Context: an optimization exercise on an open-source flow, tuned for small area. The choices shown serve that exercise and are no tape-out recipe.
The RTL was checked by simulation tests, not by an equivalence proof against the original design.
Power is estimated from default activity; no workload was simulated.

File: run.sh
#!/bin/bash
# synth_recipe.tcl (not shown) runs the flow's synth.tcl, then flattens the netlist and writes it again
# the make line also repeats each setting of config.mk as NAME=value (left out here)
make -C /OpenROAD-flow-scripts/flow DESIGN_CONFIG=/design/flow/config.mk WORK_HOME=/design/flow/orfs CLKGATE_MAP_FILE= SYNTH_SCRIPT=/design/flow/synth_recipe.tcl finish
File: constraint.sdc
create_clock -name core_clock -period 50.0 [get_ports {clk}]
set_input_delay 10.0000 -clock core_clock [delete_from_list [all_inputs] [get_ports {clk}]]
set_output_delay 10.0000 -clock core_clock [all_outputs]
set_load 0.01 [all_outputs]
File: config.mk
export PLATFORM = sky130hd
export DESIGN_NAME = fanctl
export DESIGN_NICKNAME = fanctl
export VERILOG_FILES = /design/flow/design.v
export SDC_FILE = /design/flow/constraint.sdc
export NUM_CORES = 4
export LEC_CHECK = 0
export CAP_MARGIN = 20
export CORE_MARGIN = 2
export CORE_UTILIZATION = 30
export PLACE_DENSITY = 0.5
export SLEW_MARGIN = 20
File: design.v
module fanctl_add #(parameter W = 8) (
    input  wire [W-1:0] a,
    input  wire [W-1:0] b,
    input  wire         ci,
    output wire [W-1:0] s
);
    wire [W:0] c;
    assign c[0] = ci;
    genvar i;
    generate for (i = 0; i < W; i = i + 1) begin : g
        assign s[i]   = a[i] ^ b[i] ^ c[i];
        assign c[i+1] = (a[i] & b[i]) | (c[i] & (a[i] ^ b[i]));
    end endgenerate
endmodule
module fanctl (
    input  wire        clk,
    input  wire        rst,           
    input  wire        bus_wr,
    input  wire [2:0]  bus_addr,
    input  wire [31:0] bus_wdata,
    output reg  [31:0] bus_rdata,
    input  wire [7:0]  ticks,
    output wire        act_req,
    output reg  [2:0]  act_op,
    output wire [5:0]  act_pin,
    output wire        act_val,
    input  wire        act_ack,
    input  wire        act_ok,
    input  wire [31:0] act_rdata,
    output reg         tr_set_valid,
    output wire [5:0]  tr_set_pin,
    output wire        tr_set_val,
    output reg         tr_dec_valid,
    output wire [3:0]  tr_dec_op,
    output wire [31:0] tr_dec_t,
    output reg  [3:0]  tr_dec_outcome,
    output wire [6:0]  tr_dec_perc,
    output wire        tr_dec_sleep
);
    localparam [2:0] ST_IDLE = 3'd0, ST_BUSY = 3'd1, ST_DONE = 3'd2,
                     ST_STOPPED = 3'd3, ST_FAULT = 3'd4;
    localparam [3:0] OP_FIXED = 4'h1, OP_HYST = 4'h2, OP_THERMO = 4'h3,
                     OP_RPIN = 4'h4, OP_RTEMP = 4'h5, OP_PULSE = 4'h6,
                     OP_STOP = 4'h7;
    localparam [3:0] F_NONE = 4'd0, F_SENSOR = 4'd1, F_OPEN = 4'd2,
                     F_CFG = 4'd3, F_IO = 4'd4, F_USAGE = 4'd5;
    localparam [2:0] A_OPEN = 3'd0, A_CFG = 3'd1, A_SET = 3'd2, A_GET = 3'd3,
                     A_CLOSE = 3'd4, A_BIND = 3'd5, A_TREAD = 3'd6;
    localparam [3:0] O_SKIP = 4'd0, O_NONE = 4'd1, O_ON = 4'd2, O_OFF = 4'd3,
                     O_SLEEP = 4'd4, O_WAKE = 4'd5, O_INC = 4'd6,
                     O_DEC = 4'd7, O_HOLD = 4'd8;
    localparam [3:0] S_IDLE  = 4'd15,
                     S_OPEN  = 4'd0,
                     S_CFG   = 4'd1,
                     S_SETH  = 4'd2,     
                     S_GET   = 4'd3,
                     S_CLOSE = 4'd4,
                     S_BIND  = 4'd5,
                     S_TREAD = 4'd6,
                     S_SETL  = 4'd10,    
                     S_SETV  = 4'd14,    
                     S_WAITH = 4'd8,
                     S_WAITL = 4'd9,
                     S_WAITS = 4'd11;    
    localparam signed [31:0] INVALID = -32'sd999;
    reg [31:0] cmdlat;            
    reg [2:0]  ctrl;              
    reg [31:0] temp;
    reg [20:0] usec;
    reg [2:0]  state;
    reg        held, sbound, line, lvalid, sleep, rej;
    reg [3:0]  fcode;
    reg [6:0]  perc;
    reg [3:0]  seq;
    reg [1:0]  l_verb;
    reg        l_sfilt;
    reg        stopreq;
    reg [14:0] wr;
    reg [5:0]  wc;
    wire [3:0]  l_op   = cmdlat[3:0];
    wire [5:0]  l_pin  = cmdlat[9:4];
    wire [5:0]  f_fld  = cmdlat[15:10];
    wire [15:0] l_arg  = cmdlat[31:16];
    wire        setv   = wr[0];
    wire op_fixed  = (l_op[2:0] == 3'd1);
    wire op_hyst   = (l_op[2:0] == 3'd2);
    wire op_thermo = (l_op[2:0] == 3'd3);
    wire op_rpin   = (l_op[2:0] == 3'd4);
    wire op_pulse  = (l_op[2:0] == 3'd6);
    wire [31:0] status = {9'd0, perc, 3'd0, rej, fcode, sleep, lvalid, line,
                          sbound, held, state};
    always @(*) begin
        case (bus_addr)
            3'd0:    bus_rdata = cmdlat;
            3'd1:    bus_rdata = status;
            3'd2:    bus_rdata = {29'd0, ctrl};
            3'd3:    bus_rdata = temp;
            3'd4:    bus_rdata = {11'd0, usec};
            default: bus_rdata = 32'd0;
        endcase
    end
    wire busy     = (seq != S_IDLE);
    wire cmd_wr   = bus_wr && (bus_addr == 3'd0);
    wire ctrl_wr  = bus_wr && (bus_addr == 3'd2);
    wire stop_wr  = cmd_wr && (bus_wdata[3:0] == OP_STOP);
    wire stop_now = stopreq | stop_wr;
    wire [3:0]  w_op   = bus_wdata[3:0];
    wire [5:0]  w_pin  = bus_wdata[9:4];
    wire [5:0]  w_freq = bus_wdata[15:10];
    wire [15:0] w_arg  = bus_wdata[31:16];
    reg w_valid;
    always @(*) begin
        case (w_op)
            OP_FIXED, OP_PULSE: w_valid = (w_pin <= 6'd53) && (w_freq <= 6'd50) && (w_arg <= 16'd100);
            OP_HYST:            w_valid = (w_pin <= 6'd53);
            OP_THERMO:          w_valid = (w_pin <= 6'd53) && (w_freq <= 6'd50);
            OP_RPIN:            w_valid = (w_pin <= 6'd53);
            OP_RTEMP:           w_valid = 1'b1;
            default:            w_valid = 1'b0;
        endcase
    end
    reg [13:0] q;
    always @(*) begin
        case (f_fld)
            6'd0:  q = 14'd400;
            6'd1:  q = 14'd10000; 6'd2:  q = 14'd5000; 6'd3:  q = 14'd3333;
            6'd4:  q = 14'd2500;  6'd5:  q = 14'd2000; 6'd6:  q = 14'd1666;
            6'd7:  q = 14'd1428;  6'd8:  q = 14'd1250; 6'd9:  q = 14'd1111;
            6'd10: q = 14'd1000;  6'd11: q = 14'd909;  6'd12: q = 14'd833;
            6'd13: q = 14'd769;   6'd14: q = 14'd714;  6'd15: q = 14'd666;
            6'd16: q = 14'd625;   6'd17: q = 14'd588;  6'd18: q = 14'd555;
            6'd19: q = 14'd526;   6'd20: q = 14'd500;  6'd21: q = 14'd476;
            6'd22: q = 14'd454;   6'd23: q = 14'd434;  6'd24: q = 14'd416;
            6'd25: q = 14'd400;   6'd26: q = 14'd384;  6'd27: q = 14'd370;
            6'd28: q = 14'd357;   6'd29: q = 14'd344;  6'd30: q = 14'd333;
            6'd31: q = 14'd322;   6'd32: q = 14'd312;  6'd33: q = 14'd303;
            6'd34: q = 14'd294;   6'd35: q = 14'd285;  6'd36: q = 14'd277;
            6'd37: q = 14'd270;   6'd38: q = 14'd263;  6'd39: q = 14'd256;
            6'd40: q = 14'd250;   6'd41: q = 14'd243;  6'd42: q = 14'd238;
            6'd43: q = 14'd232;   6'd44: q = 14'd227;  6'd45: q = 14'd222;
            6'd46: q = 14'd217;   6'd47: q = 14'd212;  6'd48: q = 14'd208;
            6'd49: q = 14'd204;   6'd50: q = 14'd200;
            default: q = 14'bx;
        endcase
    end
    wire [6:0]  duty    = op_thermo ? perc : l_arg[6:0];
    wire [16:0] q9;
    fanctl_add #(14) a_q9 (.a({3'd0, q[13:3]}), .b(q), .ci(1'b0), .s(q9[16:3]));
    assign q9[2:0] = q[2:0];
    wire [17:0] q25;
    fanctl_add #(14) a_q25 (.a({1'b0, q9[16:4]}), .b(q), .ci(1'b0), .s(q25[17:4]));
    assign q25[3:0] = q9[3:0];
    wire [18:0] u_hi;
    fanctl_add #(19) a_us (.a(usec[20:2]), .b({1'b0, q25}), .ci(1'b0), .s(u_hi));
    wire [20:0] usec_pulse = {u_hi, usec[1:0]};
    wire        usec_ovf   = (usec_pulse >= 21'd1000000);
    wire        in_wait = (seq == S_WAITH) || (seq == S_WAITL) || (seq == S_WAITS);
    wire [14:0] wq      = (seq == S_WAITS) ? 15'd20000 : {q, 1'b0};
    wire [15:0] wx;
    fanctl_add #(16) a_wx (.a({1'b0, wr}), .b(~{8'd0, ticks}), .ci(1'b1), .s(wx));
    wire        t_ge_r  = wx[15] || (wx == 16'd0);
    wire        wdone   = t_ge_r && (wc == 6'd0);
    wire [14:0] wr_wrap;
    fanctl_add #(15) a_ww (.a(wq), .b(wx[14:0]), .ci(1'b0), .s(wr_wrap));
    wire [14:0] wr_pulse = duty[0] ? {1'b0, q} : {q, 1'b0};
    wire [6:0]  dm1      = duty - 7'd1;
    wire [6:0]  d99      = 7'd99 - duty;
    wire [31:0] rd   = act_rdata;
    wire [15:0] tgt  = l_arg;
    wire        d_sat = !((rd[31:26] == 6'b000000) || (rd[31:26] == 6'b111111));
    wire [17:0] dx;
    fanctl_add #(18) a_dx (.a(rd[27:10]), .b(~{{2{tgt[15]}}, tgt}), .ci(1'b1), .s(dx));
    wire [17:0] z3;
    assign z3[0] = tgt[0];
    fanctl_add #(17) a_z3 (.a({tgt[15], tgt}), .b({{2{tgt[15]}}, tgt[15:1]}), .ci(1'b0), .s(z3[17:1]));
    wire [24:0] da;
    fanctl_add #(25) a_da (.a({dx, rd[9:3]}), .b({{7{z3[17]}}, z3}), .ci(1'b0), .s(da));
    wire signed [24:0] sda = da;
    wire [2:0]  dr   = rd[2:0];
    wire        tneg = tgt[15];
    wire        tz   = (tgt == 16'd0);
    wire        c_lo    = d_sat ? rd[31]  : (sda < -25'sd625);                        
    wire        c_hi    = d_sat ? !rd[31] : !da[24];                                   
    wire        c_above = d_sat ? !rd[31] : (!da[24] && (da != 25'd0 || dr != 3'd0));  
    wire        c_inc   = d_sat ? !rd[31] : ((sda > 25'sd62) ||
                          (sda == 25'sd62 && dr >= (tneg ? 3'd5 : 3'd4)));            
    wire        c_dec   = d_sat ? rd[31]  : ((sda < -25'sd63) ||
                          (sda == -25'sd63 && dr < ((tneg | tz) ? 3'd5 : 3'd4)));     
    wire        th_skip = l_sfilt && (rd == INVALID);
    reg [3:0] ev_out;
    reg       ev_sleep;
    reg [6:0] ev_perc;
    always @(*) begin
        ev_sleep = sleep;
        ev_perc  = perc;
        if (th_skip) begin
            ev_out = O_SKIP;
        end else if (c_lo && !sleep) begin
            ev_sleep = 1'b1;
            ev_out   = O_SLEEP;
        end else if (c_hi && sleep) begin
            ev_sleep = 1'b0;
            ev_out   = O_WAKE;
        end else if (!sleep) begin
            if (c_inc && (perc != 7'd100)) begin
                ev_perc = perc + 7'd1;
                ev_out  = O_INC;
            end else if (c_dec && (perc != 7'd0)) begin
                ev_perc = perc - 7'd1;
                ev_out  = O_DEC;
            end else begin
                ev_out  = O_HOLD;
            end
        end else begin
            ev_out = O_NONE;
        end
    end
    function [3:0] th_dispatch(input s, input [6:0] p);
        if (s || p == 7'd100) th_dispatch = S_GET;
        else if (p == 7'd0)   th_dispatch = S_SETL;
        else                  th_dispatch = S_SETH;
    endfunction
    assign act_req = busy && !in_wait;
    assign act_pin = l_pin;
    assign act_val = (seq == S_SETH) || ((seq == S_SETV) && setv);
    always @(*) begin
        case (seq)
            S_SETH, S_SETL, S_SETV: act_op = A_SET;
            default:                act_op = seq[2:0];
        endcase
    end
    assign tr_set_pin   = l_pin;
    assign tr_set_val   = line;
    assign tr_dec_op    = l_op;
    assign tr_dec_t     = temp;
    assign tr_dec_perc  = perc;
    assign tr_dec_sleep = sleep;
    task term(input [2:0] e, input [3:0] code, input h);
        begin
            if (h) begin
                seq      <= S_CLOSE;
                wr[2:0]  <= e;
                wr[6:3]  <= code;
            end else begin
                seq   <= S_IDLE;
                state <= e;
                fcode <= code;
            end
        end
    endtask
    task go_next(input [3:0] lbl, input h);
        begin
            if (stop_now) term(ST_STOPPED, F_NONE, h);
            else          seq <= lbl;
        end
    endtask
    task decide(input [3:0] outc);
        begin
            tr_dec_valid   <= (l_verb != 2'd0);
            tr_dec_outcome <= outc;
        end
    endtask
    task setlog;
        tr_set_valid <= l_verb[1];
    endtask
    task pulse_end;
        begin
            if (op_fixed) begin
                go_next(S_SETH, held);
            end else if (op_pulse) begin
                term(ST_DONE, F_NONE, held);
            end else begin
                usec <= usec_pulse;
                if (usec_ovf)
                    go_next(sbound ? S_TREAD : S_BIND, held);
                else
                    go_next(th_dispatch(sleep, perc), held);
            end
        end
    endtask
    task io_fail;
        begin
            line <= 1'b0; lvalid <= 1'b0;
            term(ST_FAULT, F_IO, held);
        end
    endtask
    wire g = act_rdata[0];
    always @(posedge clk) begin
        tr_set_valid <= 1'b0;
        tr_dec_valid <= 1'b0;
        if (rst) begin
            cmdlat     <= 32'd0;
            ctrl       <= 3'b100;
            temp       <= INVALID;
            usec       <= 21'd0;
            state      <= ST_IDLE;
            held       <= 1'b0;
            sbound     <= 1'b0;
            line       <= 1'b0;
            lvalid     <= 1'b0;
            sleep      <= 1'b0;
            rej        <= 1'b0;
            fcode      <= F_NONE;
            perc       <= 7'd0;
            seq        <= S_IDLE;
        end else begin
            if (ctrl_wr)
                ctrl <= bus_wdata[2:0];
            if (cmd_wr) begin
                if (busy) begin
                    if (w_op == OP_STOP) stopreq <= 1'b1;
                    else                 rej     <= 1'b1;
                end else if (w_op != OP_STOP) begin
                    cmdlat  <= bus_wdata;
                    l_verb  <= ctrl[1:0];
                    l_sfilt <= ctrl[2];
                    fcode   <= F_NONE;
                    rej     <= 1'b0;
                    sbound  <= 1'b0;
                    held    <= 1'b0;
                    line    <= 1'b0;
                    lvalid  <= 1'b0;
                    sleep   <= 1'b0;
                    perc    <= (w_op == OP_THERMO) ? 7'd50 : 7'd0;
                    usec    <= 21'd0;
                    temp    <= INVALID;
                    stopreq <= 1'b0;
                    if (w_valid) begin
                        state <= ST_BUSY;
                        seq   <= (w_op == OP_RTEMP) ? S_BIND : S_OPEN;
                    end else begin
                        state <= ST_FAULT;
                        fcode <= F_USAGE;
                    end
                end
            end
            if (in_wait) begin
                if (ticks != 8'd0) begin
                    if (stop_now) begin
                        term(ST_STOPPED, F_NONE, held);
                    end else if (!wdone) begin
                        if (t_ge_r) begin
                            wc <= wc - 6'd1;
                            wr <= wr_wrap;
                        end else
                            wr <= wx[14:0];
                    end else begin
                        case (seq)
                            S_WAITH: seq <= S_SETL;
                            S_WAITL: pulse_end;
                            default: begin  
                                if (op_thermo) usec <= 21'd1000000;
                                seq <= sbound ? S_TREAD : S_BIND;
                            end
                        endcase
                    end
                end
            end else if (busy && act_ack) begin
                case (seq)
                    S_OPEN: begin
                        if (!act_ok) term(ST_FAULT, F_OPEN, 1'b0);
                        else begin
                            held <= 1'b1;
                            go_next(op_rpin ? S_GET : S_CFG, 1'b1);
                        end
                    end
                    S_CFG: begin
                        if (!act_ok) term(ST_FAULT, F_CFG, held);
                        else if (op_fixed) begin
                            if (l_arg[6:0] == 7'd0 || l_arg[6:0] == 7'd100) begin
                                wr[0] <= l_arg[2];
                                go_next(S_SETV, held);
                            end else
                                go_next(S_SETH, held);
                        end else if (op_pulse)
                            go_next((l_arg[6:0] != 7'd0) ? S_SETH : S_SETL, held);
                        else if (op_hyst)
                            go_next(sbound ? S_TREAD : S_BIND, held);
                        else
                            go_next(th_dispatch(sleep, perc), held);
                    end
                    S_SETH: begin
                        if (!act_ok) io_fail;
                        else begin
                            line <= 1'b1; lvalid <= 1'b1;
                            setlog;
                            wc <= dm1[6:1];
                            wr <= wr_pulse;
                            go_next(S_WAITH, held);
                        end
                    end
                    S_SETL: begin
                        if (!act_ok) io_fail;
                        else begin
                            line <= 1'b0; lvalid <= 1'b1;
                            setlog;
                            if (duty == 7'd100) pulse_end;
                            else begin
                                wc <= d99[6:1];
                                wr <= wr_pulse;
                                go_next(S_WAITL, held);
                            end
                        end
                    end
                    S_SETV: begin
                        if (!act_ok) io_fail;
                        else begin
                            line <= setv; lvalid <= 1'b1;
                            setlog;
                            if (op_fixed)
                                term(ST_DONE, F_NONE, held);
                            else begin
                                if (op_hyst) decide(setv ? O_ON : O_OFF);
                                wc <= 6'd49;
                                wr <= 15'd20000;
                                go_next(S_WAITS, held);
                            end
                        end
                    end
                    S_GET: begin
                        if (!act_ok) io_fail;
                        else begin
                            line <= g; lvalid <= 1'b1;
                            if (op_rpin)
                                term(ST_DONE, F_NONE, held);
                            else if (op_hyst) begin
                                if (wr[1] && !g) begin
                                    wr[0] <= 1'b1;
                                    go_next(S_SETV, held);
                                end else if (wr[2] && g) begin
                                    wr[0] <= 1'b0;
                                    go_next(S_SETV, held);
                                end else begin
                                    decide(O_NONE);
                                    wc <= 6'd49;
                                    wr <= 15'd20000;
                                    go_next(S_WAITS, held);
                                end
                            end else begin
                                if (g == sleep) begin
                                    wr[0] <= !sleep;
                                    go_next(S_SETV, held);
                                end else begin
                                    wc <= 6'd49;
                                    wr <= 15'd20000;
                                    go_next(S_WAITS, held);
                                end
                            end
                        end
                    end
                    S_BIND: begin
                        if (!act_ok) term(ST_FAULT, F_SENSOR, held);
                        else begin
                            sbound <= 1'b1;
                            go_next(S_TREAD, held);
                        end
                    end
                    S_TREAD: begin
                        temp <= act_rdata;
                        if (op_hyst) begin
                            if (th_skip) begin
                                decide(O_SKIP);
                                wc <= 6'd49;
                                wr <= 15'd20000;
                                go_next(S_WAITS, held);
                            end else begin
                                wr[1] <= c_above;
                                wr[2] <= c_lo;
                                go_next(S_GET, held);
                            end
                        end else if (op_thermo) begin
                            usec  <= 21'd0;
                            sleep <= ev_sleep;
                            perc  <= ev_perc;
                            decide(ev_out);
                            go_next(th_dispatch(ev_sleep, ev_perc), held);
                        end else
                            term(ST_DONE, F_NONE, held);
                    end
                    S_CLOSE: begin
                        held  <= 1'b0;
                        seq   <= S_IDLE;
                        state <= wr[2:0];
                        fcode <= wr[6:3];
                    end
                    default: ;
                endcase
            end
        end
    end
endmodule
==> flow_metrics.tcl <==
set metrics [dict create \
    root_buffer "clkbuf_16" \
    ios 180 \
    cts_tree "built" \
    max_freq_mhz 43.0 \
    cts_resized 0 \
    critPathArrivalTime_ns 13.27 \
    dp_hpwl_um 53100 \
    syn_avg_cell_area_sq_um 7.77 \
    synthArstFlopShare 0 \
    fin_crit_ns 23.27 \
    grt_max_degree 76 \
    cts_setup_buffers 0 \
    first_pass_iters 7 \
    cp.required_ns 40.00 \
    htreeDepth 4 \
    die_height_um 227 \
    slowest_delay_ns 0.97 \
    synth_ff_type "dfxtp_1" \
    synth_area_leaders "dfxtp_1 (17%), fa_1 (15%), edfxtp_1 (5.9%)" \
    path_cells "clkdlybuf4s50_1 -> nor2b_1 -> and2_1 -> a22oi_1 -> nand2_1 -> clkdlybuf4s50_1" \
    clk_pin_slew_ns 0.07 \
    holdWs_ns 0.439 \
    synth_edf_count 29 \
    fin_tns_setup_ns 0 \
    insertion_delay_ns 0.48 \
    vias 15600 \
    synthCells 1912 \
    grt_pass1_wl_um 100000 \
    die-area_sq_um 51300 \
    outcome "finished clean" \
    cp_slowest_cell "and2_1" \
    drtIter0Drc 1737 \
    fin_cells 2680 \
    setup_viol 0 \
    maxCapViolations 0 \
    slew_viol_final 0 \
    ir_drop_uv 20.9 \
    ant_nets 0 \
    hold_viol 0 \
    maxSlewHeadroom 0.207 \
    syn-num-nets 2149 \
    yosysUniqueCellTypes 89 \
    worst_pin_slew_ns 1.19 \
    fin_crit_sh 0.465 \
    drc_errors 0 \
    io_buffers 179 \
    overflow 0 \
    drt_wl_total_um 68500 \
    path_buf_inv 2 \
    grt_pass1_vias 14800 \
    clockBufferDepth 2 \
    synth_top_area_frac 0.173 \
    postCtsHoldBufs 0 \
    reg2reg_slack_ns 35.92 \
    power_mw 0.500 \
    end_kind "output port" \
    ys_ff_latch 157 \
    critical_path.top_delay_family "simple AND/OR/NAND/NOR gates" \
    finalWeightedCongestion 0.960 \
    start_util 0.303 \
    area_delta_synth_final_pct 19.7 \
    startpoint_type "input pin" \
    track_usage 0.267 \
    drive_above_1_share 0.0541 \
    powerDensity_nw_per_um2 28.1 \
    rsz0062_at_grt "false" \
    die_w_um 227 \
    hp-class "reg2reg" \
    vias_per_cell 5.82 \
    ys_seq_area_frac 0.231 \
    synth.most_common_cell "nand2_1" \
    ys_warn_count 1 \
    skew_ns 0.0186 \
    p_leak_nw 6.78 \
    clock_sinks 157 \
    core_sq_um 49000 \
    worstPathMaxFanout 27 \
    layout.nets 2239 \
    dp_cells 2647 \
    cts_buffers 17 \
    path_class "in2out" \
    antenna_found_initial 2 \
    avgRoutedWirePerCell_um 25.6 \
    crit_top_cell "clkdlybuf4s50_1" \
    row_count 81 \
    netlist_area_sq_um 14900 \
    synth_common_cells "nand2_1 (222), nor2_1 (197), a21oi_1 (163)" \
    synth_top_area_cell "dfxtp_1" \
]
-- power breakdown --
group	internal, mW	total (mW)	switching, mW
clock	0.0671	0.136	0.0692
combinational	0.0777	0.212	0.134
sequential	0.139	0.152	0.0130
total	0.283	0.500	0.216
-- routing by layer --
| layer | GRT usage | vias up | wire length [um] | part of all wire |
|---|---|---|---|---|
| li1 | - | 6988 | - | - |
| met3 | 0.0385 | 119 | 4960 | 0.072 |
| met2 | 0.428 | 739 | 31300 | 0.46 |
| met5 | 0 | - | 0 | 0 |
| met4 | 0.0896 | 0 | 2260 | 0.033 |
| met1 | 0.368 | 7751 | 30000 | 0.44 |
-- cells in the final DEF (no fill, tap or decap), drive strengths merged, types with 17 or more instances in the layout --
cell type,n
a21oi,163
a22oi,61
a31oi,17
buf,35
clkbuf,17
clkdlybuf4s50,178
dfxtp,128
edfxtp,29
fa,111
ha,46
inv,150
mux2i,27
nand2,222
nand2b,17
nand3,59
nor2,197
nor3,62
nor4,19
o211ai,18
o21ai,131
o21bai,27
o22ai,20
-- tightest hold or removal path, stage by stage (launching register included) --
cell and delay, ns:
dfxtp_1 0.32, inv_1 0.05, nor2_1 0.03
-- sequential cells by signal, indices dropped and copies added, names as in the netlist, 2 cells and up --
signal          flops
a_q25.b            13
cmdlat             32
ctrl                3
fcode               4
l_verb              2
perc                7
seq                 4
state               3
temp               32
tr_dec_outcome      4
usec               21
wc                  6
wr                 15
-- area by class of cell --
class                   instances  area (sq um)
multi-input cells            1470         10300
repair buffers                213          2040
clock inverters                15           170
inverters                     143           537
flip-flops and latches        157          3430
fillers                      5139         31200
diodes                          1          2.50
well taps                     664           831
clock buffers                  17           425
-- final timing paths --
path	depth (start not counted)	from	endpoint
min reg2reg	2	usec[0]	usec[0]
max reg2reg	37	cmdlat[16]	seq[0]
min	2	usec[0]	usec[0]
max	6	bus_addr[2]	bus_rdata[18]
-- through the flow --
step / instance area [sq um] / setup slack (ns) / util
final: 17800 / 26.73 / 0.363
after detailed placement: 17200 / 26.87 / 0.351
after global placement: 17200 / 27.00 / 0.351
after floorplan: 14900 / 28.66 / -
after CTS: 17800 / 26.87 / 0.363
after global routing: 17800 / 26.61 / 0.363
-- kinds of logic after synthesis --
kind of cell | after synthesis | synth area share
and+or+nand+nor | 674 | 0.213
xor gates and xnor gates | 18 | 0.0111
AOI/OAI and AO/OA | 587 | 0.256
muxes | 34 | 0.0235
buffers and inverters | 285 | 0.0773
DFF | 157 | 0.231
adders and majority gates | 157 | 0.188

[what the ideal ports hide]
The flow's constraints put no driver on any port. The routed layout listed below was extracted and timed again, unchanged, in two steps. Step 1 assumes that a clkbuf_16 drives the clock port and a buf_2 every other input. Step 2, shift: input delay + t, output delay - t, t = (earliest + latest rising clock arrival at the registers) / 2. This alone moves slack from input paths to output paths. Three values: no drivers, after step 1, after step 2; two values: the first two.
shift t [ns]: 0.522
slack for setup (ns): 26.727 / 26.702 / 26.702
hold slack, ns: 0.439 / 0.439 / 0.439
worst setup path after step 2: input to output
After both steps setup and hold are still met in this run. For this run, drivers alone change the setup slack by -0.025 ns; drivers and shift together by -0.025 ns.
